Background: an optimization exercise with open tools, aiming at small area, a short achievable clock period and few clock cycles per item. Do not read the settings as production practice. Function was checked by simulation only, so behaviour that the tests miss may differ from the original. Power and IR drop assume default switching activity.

10-03:
Design yrd_fu, start of the top module:
module yrd_fu (
    input  wire        clk,
    input  wire        rst,
    input  wire        cmd_valid,
    output reg         cmd_ready,
    input  wire [63:0] cmd_word,
    output reg         rsp_valid,
    input  wire        rsp_ready,
    output reg  [3:0]  rsp_status,
    output reg  [63:0] rsp_result
);
    localparam [3:0] ST_OK      = 4'd0;
    localparam [3:0] ST_ILLEGAL = 4'd11;
    localparam [2:0] C_CLIP8   = 3'd0;
    localparam [2:0] C_RSHR8   = 3'd1;
    localparam [2:0] C_YUV2RGB = 3'd2;
    localparam [2:0] C_565S    = 3'd3;
    localparam [2:0] C_565P    = 3'd4;
    localparam [2:0] C_LUMA    = 3'd5;
    localparam [2:0] C_YUYV2   = 3'd6;
    wire [7:0]  op  = cmd_word[63:56];
    wire [23:0] rsv = cmd_word[55:32];
    wire [31:0] a   = cmd_word[31:0];
    wire        swap = (op[2:0] == C_YUV2RGB);
    wire        base_ok = (rsv == 24'd0) && (op[7:3] == 5'b00110) && (op[2:0] != 3'd7) &&
                          !(swap && a[31:24] != 8'd0);
    wire [31:0] a_in = swap ? {a[7:0], a[23:8], a[23:16]} : a;
    wire [35:0] p_in = {base_ok, op[2:0], a_in};
    wire adv  = !rsp_valid || rsp_ready;     
    wire fire = cmd_valid && cmd_ready;
    reg        sk_valid;
    reg [35:0] sk;
    reg        s0_valid;
    reg [35:0] s0;
    reg        s1_valid;
    always @(posedge clk) begin
        if (rst) begin
  ...
For scale: ~1500 cells after synthesis, ~190 flip-flops.
==> flow/config.mk <==
export PLATFORM = sky130hd
export DESIGN_NAME = yrd_fu
export DESIGN_NICKNAME = yrd_fu
export VERILOG_FILES = /design/flow/design.v
export SDC_FILE = /design/flow/constraint.sdc
export NUM_CORES = 4
export LEC_CHECK = 0
export CAP_MARGIN = 20
export CORE_MARGIN = 2
export CORE_UTILIZATION = 60
export CTS_BUF_LIST = sky130_fd_sc_hd__clkbuf_8 sky130_fd_sc_hd__clkbuf_16
export SLEW_MARGIN = 20
==> flow/constraint.sdc <==
create_clock -name core_clock -period 12.0 [get_ports {clk}]
set_input_delay 2.4000 -clock core_clock [delete_from_list [all_inputs] [get_ports {clk}]]
set_output_delay 2.4000 -clock core_clock [all_outputs]
set_load 0.01 [all_outputs]
standard.sh (not shown) runs the stock make flow with config.mk's settings and CLKGATE_MAP_FILE= SYNTH_SCRIPT=/design/flow/synth_recipe.tcl, a recipe that flattens the netlist after the stock synthesis.
==> flow/flow/run.sh <==
#!/bin/bash
# Layout: the standard flow (standard synthesis unchanged), with
#  - port buffers of a plain buffer cell instead of the default delay-buffer,
set -uo pipefail
MARGIN=$(cat flow/margin.txt 2>/dev/null || echo 8)
bash standard.sh SETUP_SLACK_MARGIN=$MARGIN \
    "BUFFER_PORTS_ARGS=-buffer_cell sky130_fd_sc_hd__buf_1" \
    finish > flow_make.log 2>&1
==> flow/flow/margin.txt <==
8.45
10-03: no failed stages, no open violations at the end
Testbench counts of 10-03, summed over its fixed seeds: cycles 32,024, items 32,000.
### 10-03 -> 01-23
==> flow/flow/margin.txt <==
8.35
Findings:
01-23 vs. 10-03: wire length went down by about 2.7%. Compared with 10-03, 01-23 degrades clock period minus worst slack. Sort 01-23 and 10-03 by hold slack desc -> top: 10-03. Re top-level port count: no difference whatsoever between 01-23 and 10-03. Switching power of the nets went down by a few percent going from 10-03 to 01-23. Static leakage power sits lower in 01-23 than in 10-03. In 01-23, the area growth from synthesis to layout came out 3.0 points below the value in 10-03. Looking only at core occupancy in the finished layout, and setting everything else aside, the lower value of 01-23 and 10-03 goes to 01-23. 01-23 does worse than 10-03 on worst setup slack.

========
yrd_fu, a different RTL version from the one above (not shown whole).
Size: ~1600 cells after synthesis, roughly 180 flip-flops, roughly 140 I/O pins, ~16000 µm² of cells after synthesis.
clock: 12.0 ns
lec_check: 0
cap_margin: 20
core_margin: 2
core_utilization: 60
cts_buf_list: sky130_fd_sc_hd__clkbuf_4 sky130_fd_sc_hd__clkbuf_8
slew_margin: 20
==> flow/flow/run.sh <==
#!/bin/bash
# Layout: the standard flow (standard synthesis unchanged), with
#  - port buffers of a plain buffer cell instead of the default delay-buffer,
set -uo pipefail
MARGIN=$(cat flow/margin.txt 2>/dev/null || echo 8)
bash standard.sh SETUP_SLACK_MARGIN=$MARGIN \
    "BUFFER_PORTS_ARGS=-buffer_cell sky130_fd_sc_hd__buf_2" \
    finish > flow_make.log 2>&1
==> flow/flow/margin.txt <==
8.2
The baseline went through all stages and came out clean.
Testbench counts at the start, summed over its fixed seeds: cycles 32,024, items 32,000.
Change:
--- a/flow/config.mk
+++ b/flow/config.mk
@@ -8,5 +8,5 @@
 export CAP_MARGIN = 20
 export CORE_MARGIN = 2
-export CORE_UTILIZATION = 60
+export CORE_UTILIZATION = 70
 export CTS_BUF_LIST = sky130_fd_sc_hd__clkbuf_4 sky130_fd_sc_hd__clkbuf_8
 export SLEW_MARGIN = 20
What happened:
- The changed run finished with timing, DRC and antenna clean
- final area drops by 0.80%
- count of clock-buffer cells in the layout drops by 2
- total power hardly moves
- synthesized area stays the same
- critical path depth drops by 1
- setup slack gains 0.023 ns
- wire length climbs by 1.6%
- final cell count drops by 2.9%
- via count climbs by 3.0%

separate check: timing with driven ports:
The results above use ideal ports. As a check the final layouts listed here were re-extracted and re-timed, cells and wires unchanged.
Step 1: set_driving_cell puts a clkbuf_16 on clk and a buf_2 on each other input, an assumption about the parent block.
Step 2 moves the port delays by t, midway between the first and last clock arrival at a register: inputs arrive t later, outputs are due t later. That takes back most of the time a late clock gives input paths.
Three values: ideal, step 1, step 2; two values: the first two.
run | t, ns | slack for setup (ns) | worst hold slack (ns) | worst setup path at the end | clock arrival spread, ns
10-03 | 0.484 | 8.408 / 8.361 / 8.052 | 0.431 / 0.431 / 0.431 | input to register | 0.019 / 0.019
01-23 | 0.481 | 8.392 / 8.392 / 8.120 | 0.419 / 0.419 / 0.419 | input to register | 0.026 / 0.025
the first run of note 2 | 0.501 | 8.261 / 8.261 / 7.840 | 0.440 / 0.440 / 0.440 | input to register | 0.030 / 0.030
the second run of note 2 | 0.514 | 8.284 / 8.284 / 7.829 | 0.434 / 0.434 / 0.434 | input to register | 0.017 / 0.017
After both steps every run listed still meets setup and hold. The setup slack of the second run of note 2, which loses most, moves by 0.000 ns with the drivers and by -0.455 ns with both steps.
